Background: an optimization exercise with open tools, aiming at small area, a short achievable clock period and few clock cycles. Do not read the settings as production practice. No driver is modelled on the clock port, so clock power and skew are understated where the tree is cut down; a real chip needs a root buffer or a tree. Power is estimated from default activity; no workload was simulated.

## daly_rx
module daly_rx (
    input  wire        clk,
    input  wire        rst,
    input  wire        start_valid,
    output wire        start_ready,
    input  wire [7:0]  start_cmd,
    input  wire [7:0]  start_n,
    input  wire        start_w2,
    input  wire [7:0]  start_count,
    input  wire        rx_valid,
    output wire        rx_ready,
    input  wire [7:0]  rx_data,
    input  wire        rx_last,
    input  wire        rx_ctl,
    output wire        item_valid,
    input  wire        item_ready,
    output wire [15:0] item_data,
    output wire        log_valid,
    output wire        log_kind,
    output wire [7:0]  log_a,
    output wire [7:0]  log_b,
    output wire        done,
    output wire [7:0]  done_frames,
    output wire [7:0]  done_items,
    output wire [2:0]  done_detail
);
    localparam D_NONE      = 3'd0;
    localparam D_READ_ERR  = 3'd1;
    localparam D_NO_DATA   = 3'd2;
    localparam D_SHORT     = 3'd3;
    localparam D_CHECKSUM  = 3'd4;
    localparam D_COMMAND   = 3'd5;
    reg        sr;             
    reg        rdy;            
    reg        rx_on;          
    reg        done_r;
  ...
For scale: ~170 flip-flops, roughly 97 I/O pins.
clock: 6.5 ns
lec_check: 0
abc_area: 1
cap_margin: 20
core_margin: 2
core_utilization: 55
place_density: 0.65
setup_slack_margin: 4.45
slew_margin: 20
standard.sh (not shown) runs the stock make flow with config.mk's settings and CLKGATE_MAP_FILE= SYNTH_SCRIPT=/design/flow/synth_recipe.tcl, a recipe that flattens the netlist after the stock synthesis.
==> flow/flow/run.sh <==
#!/bin/bash
# The standard ORFS layout, with two changes: the ports get plain buf_2
# buffers, and the clock tree is built by hand (flow/manual_cts_inv.tcl, run as
# ORFS's PRE_CTS hook) as two levels of clkinv_16 inverters.
set -euo pipefail
here=$(cd "$(dirname "${BASH_SOURCE[0]}")" && pwd)
export BUFFER_PORTS_ARGS="-buffer_cell sky130_fd_sc_hd__buf_2"
export PRE_CTS_TCL="$here/manual_cts_inv.tcl"
bash standard.sh > standard.log 2>&1
==> flow/flow/manual_cts_inv.tcl <==
# PRE_CTS_TCL hook: builds the clock tree by hand and leaves ORFS's
# clock_tree_synthesis with nothing to do. The clock port drives four root
# clkinv_16 inverters; each drives two leaf clkinv_16 inverters, and each
# leaf drives the flip-flops of one placement region (regions made by
# splitting the flip-flops at the median, along the wider side, three
# times). Every register sits two inversions from the clock port, so it
# sees the clock's own polarity. The rest of the CTS step (legalizing,
# timing repair) runs as usual.

# Splits items {x y ...} into k groups by recursive median bisection.
proc mct_bisect {items k} {
  if {$k <= 1 || [llength $items] < 2} { return [list $items] }
  set xs [lsort -integer [lmap i $items {lindex $i 0}]]
  set ys [lsort -integer [lmap i $items {lindex $i 1}]]
  set dx [expr {[lindex $xs end] - [lindex $xs 0]}]
  set dy [expr {[lindex $ys end] - [lindex $ys 0]}]
  set sorted [lsort -integer -index [expr {$dx >= $dy ? 0 : 1}] $items]
  set k1 [expr {$k / 2}]
  set n1 [expr {[llength $sorted] * $k1 / $k}]
  return [concat [mct_bisect [lrange $sorted 0 [expr {$n1 - 1}]] $k1] \
                 [mct_bisect [lrange $sorted $n1 end] [expr {$k - $k1}]]]
}

proc mct_centroid {grp} {
  set sx 0
  set sy 0
  foreach s $grp {
    incr sx [lindex $s 0]
    incr sy [lindex $s 1]
  }
  return [list [expr {$sx / [llength $grp]}] [expr {$sy / [llength $grp]}]]
}

proc mct_add_buf {block master name loc innet} {
  set inst [odb::dbInst_create $block $master $name]
  $inst setLocation {*}$loc
  $inst setPlacementStatus PLACED
  set net [odb::dbNet_create $block "${name}_net"]
  $net setSigType CLOCK
  [$inst findITerm A] connect $innet
  [$inst findITerm $::mct_out] connect $net
  return $net
}

proc manual_clock_tree {nroot nleaf bufname} {
  set block [ord::get_db_block]
  set master [[ord::get_db] findMaster $bufname]
  set clknet [$block findNet clk]
  set sinks {}
  foreach it [$clknet getITerms] {
    lassign [[$it getInst] getLocation] x y
    lappend sinks [list $x $y $it]
  }
  set leaves [mct_bisect $sinks $nleaf]
  set litems {}
  set i 0
  foreach grp $leaves {
    lappend litems [list {*}[mct_centroid $grp] $i]
    incr i
  }
  set r 0
  foreach rgrp [mct_bisect $litems $nroot] {
    set rnet [mct_add_buf $block $master "clkinvroot_$r" [mct_centroid $rgrp] $clknet]
    foreach l $rgrp {
      set i [lindex $l 2]
      set grp [lindex $leaves $i]
      set lnet [mct_add_buf $block $master "clkinvleaf_$i" [lrange $l 0 1] $rnet]
      foreach s $grp {
        set it [lindex $s 2]
        $it disconnect
        $it connect $lnet
      }
      puts "manual clock tree: clkinvroot_$r -> clkinvleaf_$i -> [llength $grp] clock pins"
    }
    incr r
  }
}

set ::mct_out Y
manual_clock_tree 4 8 sky130_fd_sc_hd__clkinv_16
set_propagated_clock [all_clocks]
rename clock_tree_synthesis orfs_clock_tree_synthesis_unused
proc clock_tree_synthesis {args} {
  puts "clock_tree_synthesis skipped: the clock tree was built by the PRE_CTS hook"
}
# cts.tcl runs repair_clock_inverters after this hook; it would clone the
# tree's inverters next to every register. The design has no other clock
# inverters, so it has nothing else to do.
rename repair_clock_inverters orfs_repair_clock_inverters_unused
proc repair_clock_inverters {args} {
  puts "repair_clock_inverters skipped: the clock tree was built by the PRE_CTS hook"
}
The baseline passed the timing, design-rule and antenna checks.
Rerun with:
--- a/flow/flow/manual_cts_inv.tcl
+++ b/flow/flow/manual_cts_inv.tcl
@@ -5,2 +5,2 @@
-# splitting the flip-flops at the median, along the wider side, three
-# times). Every register sits two inversions from the clock port, so it
+# splitting the flip-flops at the median, along the wider side, again and
+# again). Every register sits two inversions from the clock port, so it
SETUP_SLACK_MARGIN = 4.35   (was 4.45)
The changed run ran to the end with no violations.
Clock skew went down by 0.0036 ns.
First-iteration DRC count came out higher by about 6%.
Power barely changes.
Core utilization goes down by 1.0 points.
Die area stays the same.
Rerun with:
CELL_PAD_IN_SITES_DETAIL_PLACEMENT = 0   (was default)
CELL_PAD_IN_SITES_GLOBAL_PLACEMENT = 0   (was default)
SETUP_SLACK_MARGIN = 4.42   (was 4.35)
After rerunning: The changed run went through all stages and came out clean; wire length climbs by 1.1%; global-route usage climbs by 0.26 points; via count climbs by 1.3%; critical path depth climbs by 2; first-iteration DRC count drops by 4.7%; cell count climbs by 2.0%; sequential cell count is unchanged; combinational power climbs by about 2%; register-to-register slack gets better by 0.04 ns; clock power barely changes; cell area climbs by 3.0%.
No functional check of the RTL was part of any run of this note. In every run of this note, the design's own scripts or RTL, not TritonCTS, make the clock network.

port drivers added, routing unchanged:
In the flow no input, the clock included, has a driving cell. The finished layouts below were timed again as built, in two steps.
Step 1 sets driving cells, clkbuf_16 on the clock port and buf_2 on the other inputs (assumed; they add their load-dependent delay and slew).
Step 2 moves the port delays by t, midway between the first and last clock arrival at a register: inputs arrive t later, outputs are due t later. That takes back most of the time a late clock gives input paths.
Three values: no drivers, after step 1, after step 2; two values: the first two.
| run | t, ns | slack for setup (ns) | slew at the worst register clock pin (ns) | pins driven straight from the clock port |
|---|---|---|---|---|
| the first run | 0.352 | 4.431 / 4.250 / 4.257 | 0.06 / 0.06 | 4 |
| the second run | 0.353 | 4.360 / 4.167 / 4.207 | 0.05 / 0.06 | 4 |
| the third run | 0.350 | 4.371 / 4.209 / 4.151 | 0.05 / 0.06 | 4 |
After both steps every run listed still meets setup and hold. The setup slack of the third run, which loses most, moves by -0.162 ns with the drivers and by -0.220 ns with both steps.
